This design comes from an exercise in tuning for small area, a short achievable clock period and few clock cycles per item on the open sky130 flow, not from production work. Only simulation tests tie the RTL to the original design; equivalence was not proved.

## flow/run.sh

```bash
#!/bin/bash
# synth_recipe.tcl (not shown) runs the flow's synth.tcl, then flattens the netlist and writes it again
# the make line also repeats each setting of config.mk as NAME=value (left out here)
make -C /OpenROAD-flow-scripts/flow DESIGN_CONFIG=/design/flow/config.mk WORK_HOME=/design/flow/orfs CLKGATE_MAP_FILE= SYNTH_SCRIPT=/design/flow/synth_recipe.tcl finish
```

## flow/config.mk

```make
export PLATFORM = sky130hd
export DESIGN_NAME = gs_writer
export DESIGN_NICKNAME = gs_writer
export VERILOG_FILES = /design/flow/design.v
export SDC_FILE = /design/flow/constraint.sdc
export NUM_CORES = 4
export LEC_CHECK = 0
export CAP_MARGIN = 20
export CORE_MARGIN = 2
export CORE_UTILIZATION = 40
export PLACE_DENSITY = 0.6
export SLEW_MARGIN = 20
```

## flow/constraint.sdc

```tcl
create_clock -name core_clock -period 6.0 [get_ports {clk}]
set_input_delay 1.2000 -clock core_clock [delete_from_list [all_inputs] [get_ports {clk}]]
set_output_delay 1.2000 -clock core_clock [all_outputs]
set_load 0.01 [all_outputs]
```

## flow/design.v

```verilog
module gs_writer (
    input             clk,
    input             rst,
    input             cmd_valid,
    output            cmd_ready,
    input      [3:0]  cmd_op,
    input      [7:0]  cmd_nbits,
    input      [63:0] cmd_value,
    output            out_valid,
    input             out_ready,
    output     [31:0] out_data,
    output     [2:0]  out_bytes,
    output reg        rsp_valid,
    output reg [2:0]  rsp_code,
    output     [15:0] rsp_bits,
    output     [31:0] rsp_crc
);
    localparam [3:0] OP_WOPEN   = 4'h1;
    localparam [3:0] OP_WRITE   = 4'h2;
    localparam [3:0] OP_WRITES  = 4'h3;
    localparam [3:0] OP_PADEMIT = 4'h4;
    localparam [2:0] F_OK       = 3'd0;
    localparam [2:0] F_WIDTH    = 3'd2;
    localparam [2:0] F_ILLEGAL  = 3'd3;
    localparam [2:0] F_STATE    = 3'd4;
    localparam [2:0] F_OVERFLOW = 3'd5;
    localparam integer W = 96;                
    localparam [16:0] MAX_BITS = 17'd32768;
    reg          wopen;     
    reg          flush;     
    reg  [W-1:0] acc;       
    reg  [6:0]   cnt;       
    reg  [15:0]  total;     
    reg  [31:0]  crc;       
    wire full_word = (cnt >= 7'd32);
    wire last_word = flush && (cnt <= 7'd32);    
    assign out_valid = flush ? (cnt != 7'd0) : full_word;
    assign out_data  = acc[W-1:W-32];
    assign out_bytes = (flush && !full_word) ? ({1'b0, cnt[4:3]} + {2'b0, |cnt[2:0]}) : 3'd4;
    assign rsp_bits  = total;
    assign rsp_crc   = ~crc;
    wire take = out_valid && out_ready;
    assign cmd_ready = !flush &&
                       ((cnt <= 7'd32) || (out_ready && cnt <= 7'd64)) &&
                       !(cmd_op == OP_WOPEN && full_word);
    wire accept = cmd_valid && cmd_ready;
    wire is_open  = (cmd_op == OP_WOPEN);
    wire is_write = (cmd_op == OP_WRITE) || (cmd_op == OP_WRITES);
    wire is_emit  = (cmd_op == OP_PADEMIT);
    wire no_args  = (cmd_nbits == 8'd0) && (cmd_value == 64'd0);
    wire [16:0] new_total = {1'b0, total} + {9'd0, cmd_nbits};
    reg [2:0] code;
    always @(*) begin
        if (!(is_write || ((is_open || is_emit) && no_args)))
            code = F_ILLEGAL;
        else if (is_open)
            code = F_OK;
        else if (!wopen)
            code = F_STATE;
        else if (is_emit)
            code = F_OK;
        else if (cmd_nbits == 8'd0 || cmd_nbits > 8'd64)
            code = F_WIDTH;
        else if (new_total > MAX_BITS)
            code = F_OVERFLOW;
        else
            code = F_OK;
    end
    wire [W-1:0] acc_sh = take ? {acc[W-33:0], 32'd0} : acc;
    wire [6:0]   cnt_sh = take ? (last_word ? 7'd0 : cnt - 7'd32) : cnt;
    wire [63:0]  wmask  = {64{1'b1}} >> (7'd64 - cmd_nbits[6:0]);
    wire [W-1:0] wbits  = {{(W-64){1'b0}}, cmd_value & wmask};
    wire [6:0]   wshift = W - cnt_sh - cmd_nbits[6:0];
    wire [W-1:0] acc_wr = acc_sh | (wbits << wshift);
    wire [6:0]   cnt_wr = cnt_sh + cmd_nbits[6:0];
    function [31:0] crc8;
        input [31:0] c;
        integer k;
        begin
            crc8 = c;
            for (k = 0; k < 8; k = k + 1)
                crc8 = crc8[0] ? ((crc8 >> 1) ^ 32'hEDB88320) : (crc8 >> 1);
        end
    endfunction
    wire [31:0] crc_x = crc ^ {out_data[7:0], out_data[15:8], out_data[23:16], out_data[31:24]};
    wire [31:0] crc_1 = crc8(crc_x);
    wire [31:0] crc_2 = crc8(crc_1);
    wire [31:0] crc_3 = crc8(crc_2);
    wire [31:0] crc_4 = crc8(crc_3);
    reg  [31:0] crc_word;
    always @(*) begin
        case (out_bytes[1:0])
            2'd1: crc_word = crc_1;
            2'd2: crc_word = crc_2;
            2'd3: crc_word = crc_3;
            default: crc_word = crc_4;
        endcase
    end
    always @(posedge clk) begin
        if (rst) begin
            wopen     <= 1'b0;
            flush     <= 1'b0;
            acc       <= {W{1'b0}};
            cnt       <= 7'd0;
            total     <= 16'd0;
            crc       <= 32'hFFFFFFFF;
            rsp_valid <= 1'b0;
            rsp_code  <= 3'd0;
        end else begin
            rsp_valid <= 1'b0;
            acc       <= acc_sh;
            cnt       <= cnt_sh;
            if (take)
                crc <= crc_word;
            if (flush && (cnt == 7'd0 || (take && last_word))) begin
                flush     <= 1'b0;
                wopen     <= 1'b0;
                rsp_valid <= 1'b1;
                rsp_code  <= F_OK;
            end
            if (accept) begin
                rsp_valid <= 1'b1;
                rsp_code  <= code;
                if (code != F_OK) begin
                    if (code != F_ILLEGAL)
                        wopen <= 1'b0;
                end else if (is_open) begin
                    wopen <= 1'b1;
                    acc   <= {W{1'b0}};
                    cnt   <= 7'd0;
                    total <= 16'd0;
                    crc   <= 32'hFFFFFFFF;
                end else if (is_write) begin
                    acc   <= acc_wr;
                    cnt   <= cnt_wr;
                    total <= new_total[15:0];
                end else if (cnt_sh != 7'd0) begin
                    rsp_valid <= 1'b0;
                    flush     <= 1'b1;
                end else begin
                    wopen <= 1'b0;
                end
            end
        end
    end
endmodule
```

==> run notes <==
-- cells by family after synthesis --
| family | after synthesis |
|---|---|
| xor gates and xnor gates | 324 |
| buffers and inverters | 280 |
| DFF | 157 |
| and+or+nand+nor | 741 |
| adders and majority gates | 36 |
| muxes | 144 |
| AOI/OAI and AO/OA | 748 |
-- sequential cells by signal (all words and copies together) (netlist names) --
signal and count:
crc 32, rsp_code 3, total 16, wopen 1, cnt 7, rsp_valid 1
acc 96, flush 1
-- area by class of cell --
cell class,count,area [um^2],area share
multi-input combinational,1993,13700,0.638
sequential,157,3140,0.146
timing repair buffer,322,3040,0.141
tap,592,741,0.0343
clock buffer,18,429,0.0199
inverter,77,289,0.0134
clock inverter,14,176,0.00818
-- synthesized netlist by cell type (14+ instances only) --
master	n
nand2_1	296
nor2_1	220
xnor2_1	192
a21oi_1	185
o21ai_0	174
dfxtp_1	157
clkbuf_1	146
mux2i_1	111
inv_1	76
xor2_1	71
a31oi_1	59
nand3_1	56
a22oi_1	54
o22ai_1	51
o211ai_1	41
nor3_1	38
buf_4	33
ha_1	32
buf_1	24
nand2b_1	23
nor4_1	22
or3_1	22
xor2_2	20
mux2_2	19
a211oi_1	17
xnor2_2	17
o221ai_1	15
mux4_2	14
-- metal layers --
metal | up-vias | wire (um) | global-route usage
li1 | 8964 | - | -
met3 | 148 | 6870 | 0.0591
met1 | 9445 | 37600 | 0.503
met4 | 0 | 2480 | 0.103
met5 | - | 0 | 0
met2 | 1062 | 36100 | 0.539
-- through the flow --
stage | cell area, um^2 | instances
6_report | 21600 | 3173
5_1_grt | 21600 | 3173
4_1_cts | 21600 | 3173
3_5_place_dp | 21000 | 3141
3_3_place_gp | 21000 | 3141
2_1_floorplan | 17900 | 2430
-- worst register-to-register path: stages, from the launching register on --
cell and delay [ns]:
dfxtp_1 0.33, nor3_2 0.40, a311oi_1 0.16, a21oi_1 0.35, and2_4 0.22, nand2_1 0.09
and2_1 0.22, ha_1 0.29, inv_1 0.05, ha_1 0.42, buf_12 0.23, a2111oi_0 0.40
buf_4 0.21, nand2_1 0.05, o22ai_1 0.29, mux2i_1 0.20, mux2i_1 0.38, mux4_2 0.33
nor2_1 0.04, a211oi_1 0.43, a21oi_1 0.09, o22ai_1 0.15
-- cells in the final DEF (no fill, tap or decap), drive strengths merged, types with 23 or more instances in the layout --
cell type and n:
nand3 56, xor2 93, o211ai 41, xnor2 220
a22oi 54, nor3 38, a21oi 185, nand2b 23
o21ai 183, a31oi 59, o22ai 51, dfxtp 157
nor2 220, ha 32, buf 154, clkdlybuf4s50 168
mux2i 111, inv 83, nand2 296
-- worst paths after layout --
check / slack (ns) / cells after the start / from / to
hold / removal: 0.46 / 2 / acc[8] / acc[8]
hold reg to reg: 0.46 / 2 / acc[8] / acc[8]
setup reg to reg: 0.59 / 21 / cnt[2] / acc[68]
setup / recovery: 0.59 / 19 / out_ready / acc[68]
==> impl_metrics.py <==
metrics = {
    "detailed_routing": {
        "drt_iter0_markers": 2434,
        "vias_per_cell": 6.18,
        "routed_wirelength_um": 83100,
        "dr.pass1.iters": 6,
        "antenna_left": 0,
        "drcViolationCount": 0,
        "avgRoutedWirePerCell_um": 26.2,
        "via_count": 19619,
    },
    "status": {
        "outcome": "no timing/DRC/antenna violations",
    },
    "grt": {
        "grt_overflow": 0,
        "grt_util_all_layers": 0.351,
        "antenna_found_initial": 0,
        "grt_pass1_vias": 18346,
        "grt_max_degree": 79,
        "grt_pass1_wl_um": 124000,
    },
    "clock_network": {
        "post_cts_buffers": 0,
        "clk_pin_slew_ns": 0.07,
        "cts_sinks": 157,
        "cts_tree": "yes",
        "htreeDepth": 4,
        "clock_path_buffers": 2,
        "holdBufCountCts": 0,
        "post_cts_resized": 0,
        "cts-root-buf": "clkbuf_16",
        "clock_latency_ns": 0.48,
        "cts_made_buffers": 17,
    },
    "worst_setup_path": {
        "critPathBufInv": 4,
        "path_cells": "clkdlybuf4s50_1 -> and2_4 -> nand2_1 -> and2_1 -> ha_1 -> inv_1 -> ha_1 -> buf_12 -> a2111oi_0 -> buf_4 -> nand2_1 -> o22ai_1 -> mux2i_1 -> mux2i_1 -> mux4_2 -> nor2_1 -> a211oi_1 -> a21oi_1 -> o22ai_1",
        "critical_path_required_ns": 6.39,
        "cp_top_family": "compound AO/OA/AOI/OAI gates",
        "critPathLaunchType": "input port",
        "crit_type": "in -> reg",
        "path_max_fanout": 25,
        "cp.arrival_ns": 5.80,
        "max_stage_delay_ns": 0.55,
        "crit_slowest_cell": "clkdlybuf4s50_1",
        "cp-end-kind": "flop",
    },
    "logic_synthesis": {
        "synth-simple-area-share": 0.182,
        "synth_top_area_frac": 0.175,
        "synthTopCellsByArea": "dfxtp_1 (18%), xnor2_1 (9.4%), mux2i_1 (6.2%)",
        "synthXorXnorAreaFrac": 0.196,
        "synth-seq-area-share": 0.175,
        "ys_ff_latch": 157,
        "synthAdderAreaFrac": 0.0268,
        "synthMuxAreaShare": 0.0914,
        "syn_area_per_cell_um2": 7.38,
        "synth_cells": 2430,
        "synth.largest_area_cell": "dfxtp_1",
        "synth_fp_nets": 2546,
        "synth_compound_area_frac": 0.264,
        "async_flop_share": 0,
        "synth_top_family_by_area": "compound AO/OA/AOI/OAI gates",
        "synth_area_um2": 17900,
        "synth_ff_type": "dfxtp_1",
        "synth_edf_count": 0,
        "ys_warn_count": 1,
        "synth.distinct_cells": 77,
    },
    "sta": {
        "maxSlewHeadroom": 0.305,
        "period_share": 0.902,
        "final.setup.tns_ns": 0,
        "min_period_ns": 5.41,
        "hold_viol": 0,
        "skew_ns": 0.0161,
        "setup_ws_ns": 0.590,
        "hold_slack_ns": 0.461,
        "final-setup-viol-count": 0,
        "finalMaxSlewViolations": 0,
        "timing.fmax_ghz": 0.185,
        "rsz0062_at_grt": "no",
        "max_slew.worst_pin.slew_ns": 1.04,
    },
    "final_layout": {
        "drive_above_1_share": 0.117,
        "fillerInstances": 4408,
        "final_util": 0.488,
        "nets": 2684,
        "antenna_cells": 0,
        "syn_to_final_growth_pct": 20.2,
    },
    "job": {
        "maxCapViolCount": 0,
    },
    "floorplanning": {
        "top_level_ports": 169,
        "core_area_um2": 44200,
        "start_util": 0.406,
        "fp.dieW_um": 216,
        "num_rows": 77,
        "dieHeight_um": 216,
        "die_area_um2": 46600,
    },
    "min_path": {
        "min_path_type": "reg -> reg",
    },
    "place": {
        "dp_slack_ns": 0.130,
        "numPortBuffers": 168,
        "dp_hpwl_um": 66300,
        "place_congestion": 0.993,
    },
}
Testbench counts, summed over its fixed seeds: cycles 10,058, commands 9,484.

port drivers added, routing unchanged:
No port has a modelled driver above. Below, the same layout with a new extraction and two added sets of constraints.
Step 1, drivers: a clkbuf_16 drives clk and a buf_2 each remaining input, both assumed.
Step 2 times the ports against the registers' clock, not the clock port: input delays grow and output delays shrink by t, the midpoint of the rising clock arrivals with the driver on.
Slacks: ideal / step 1 / step 2; pairs: ideal / step 1.
t (ns): 0.520
slack for setup (ns): 0.590 / 0.593 / 0.081
latest minus earliest clock arrival (ns): 0.016 / 0.017
pins driven straight from the clock port: 1
After both steps setup and hold are still met in this run. The setup slack of this run moves by +0.003 ns with the drivers and by -0.509 ns with both steps.
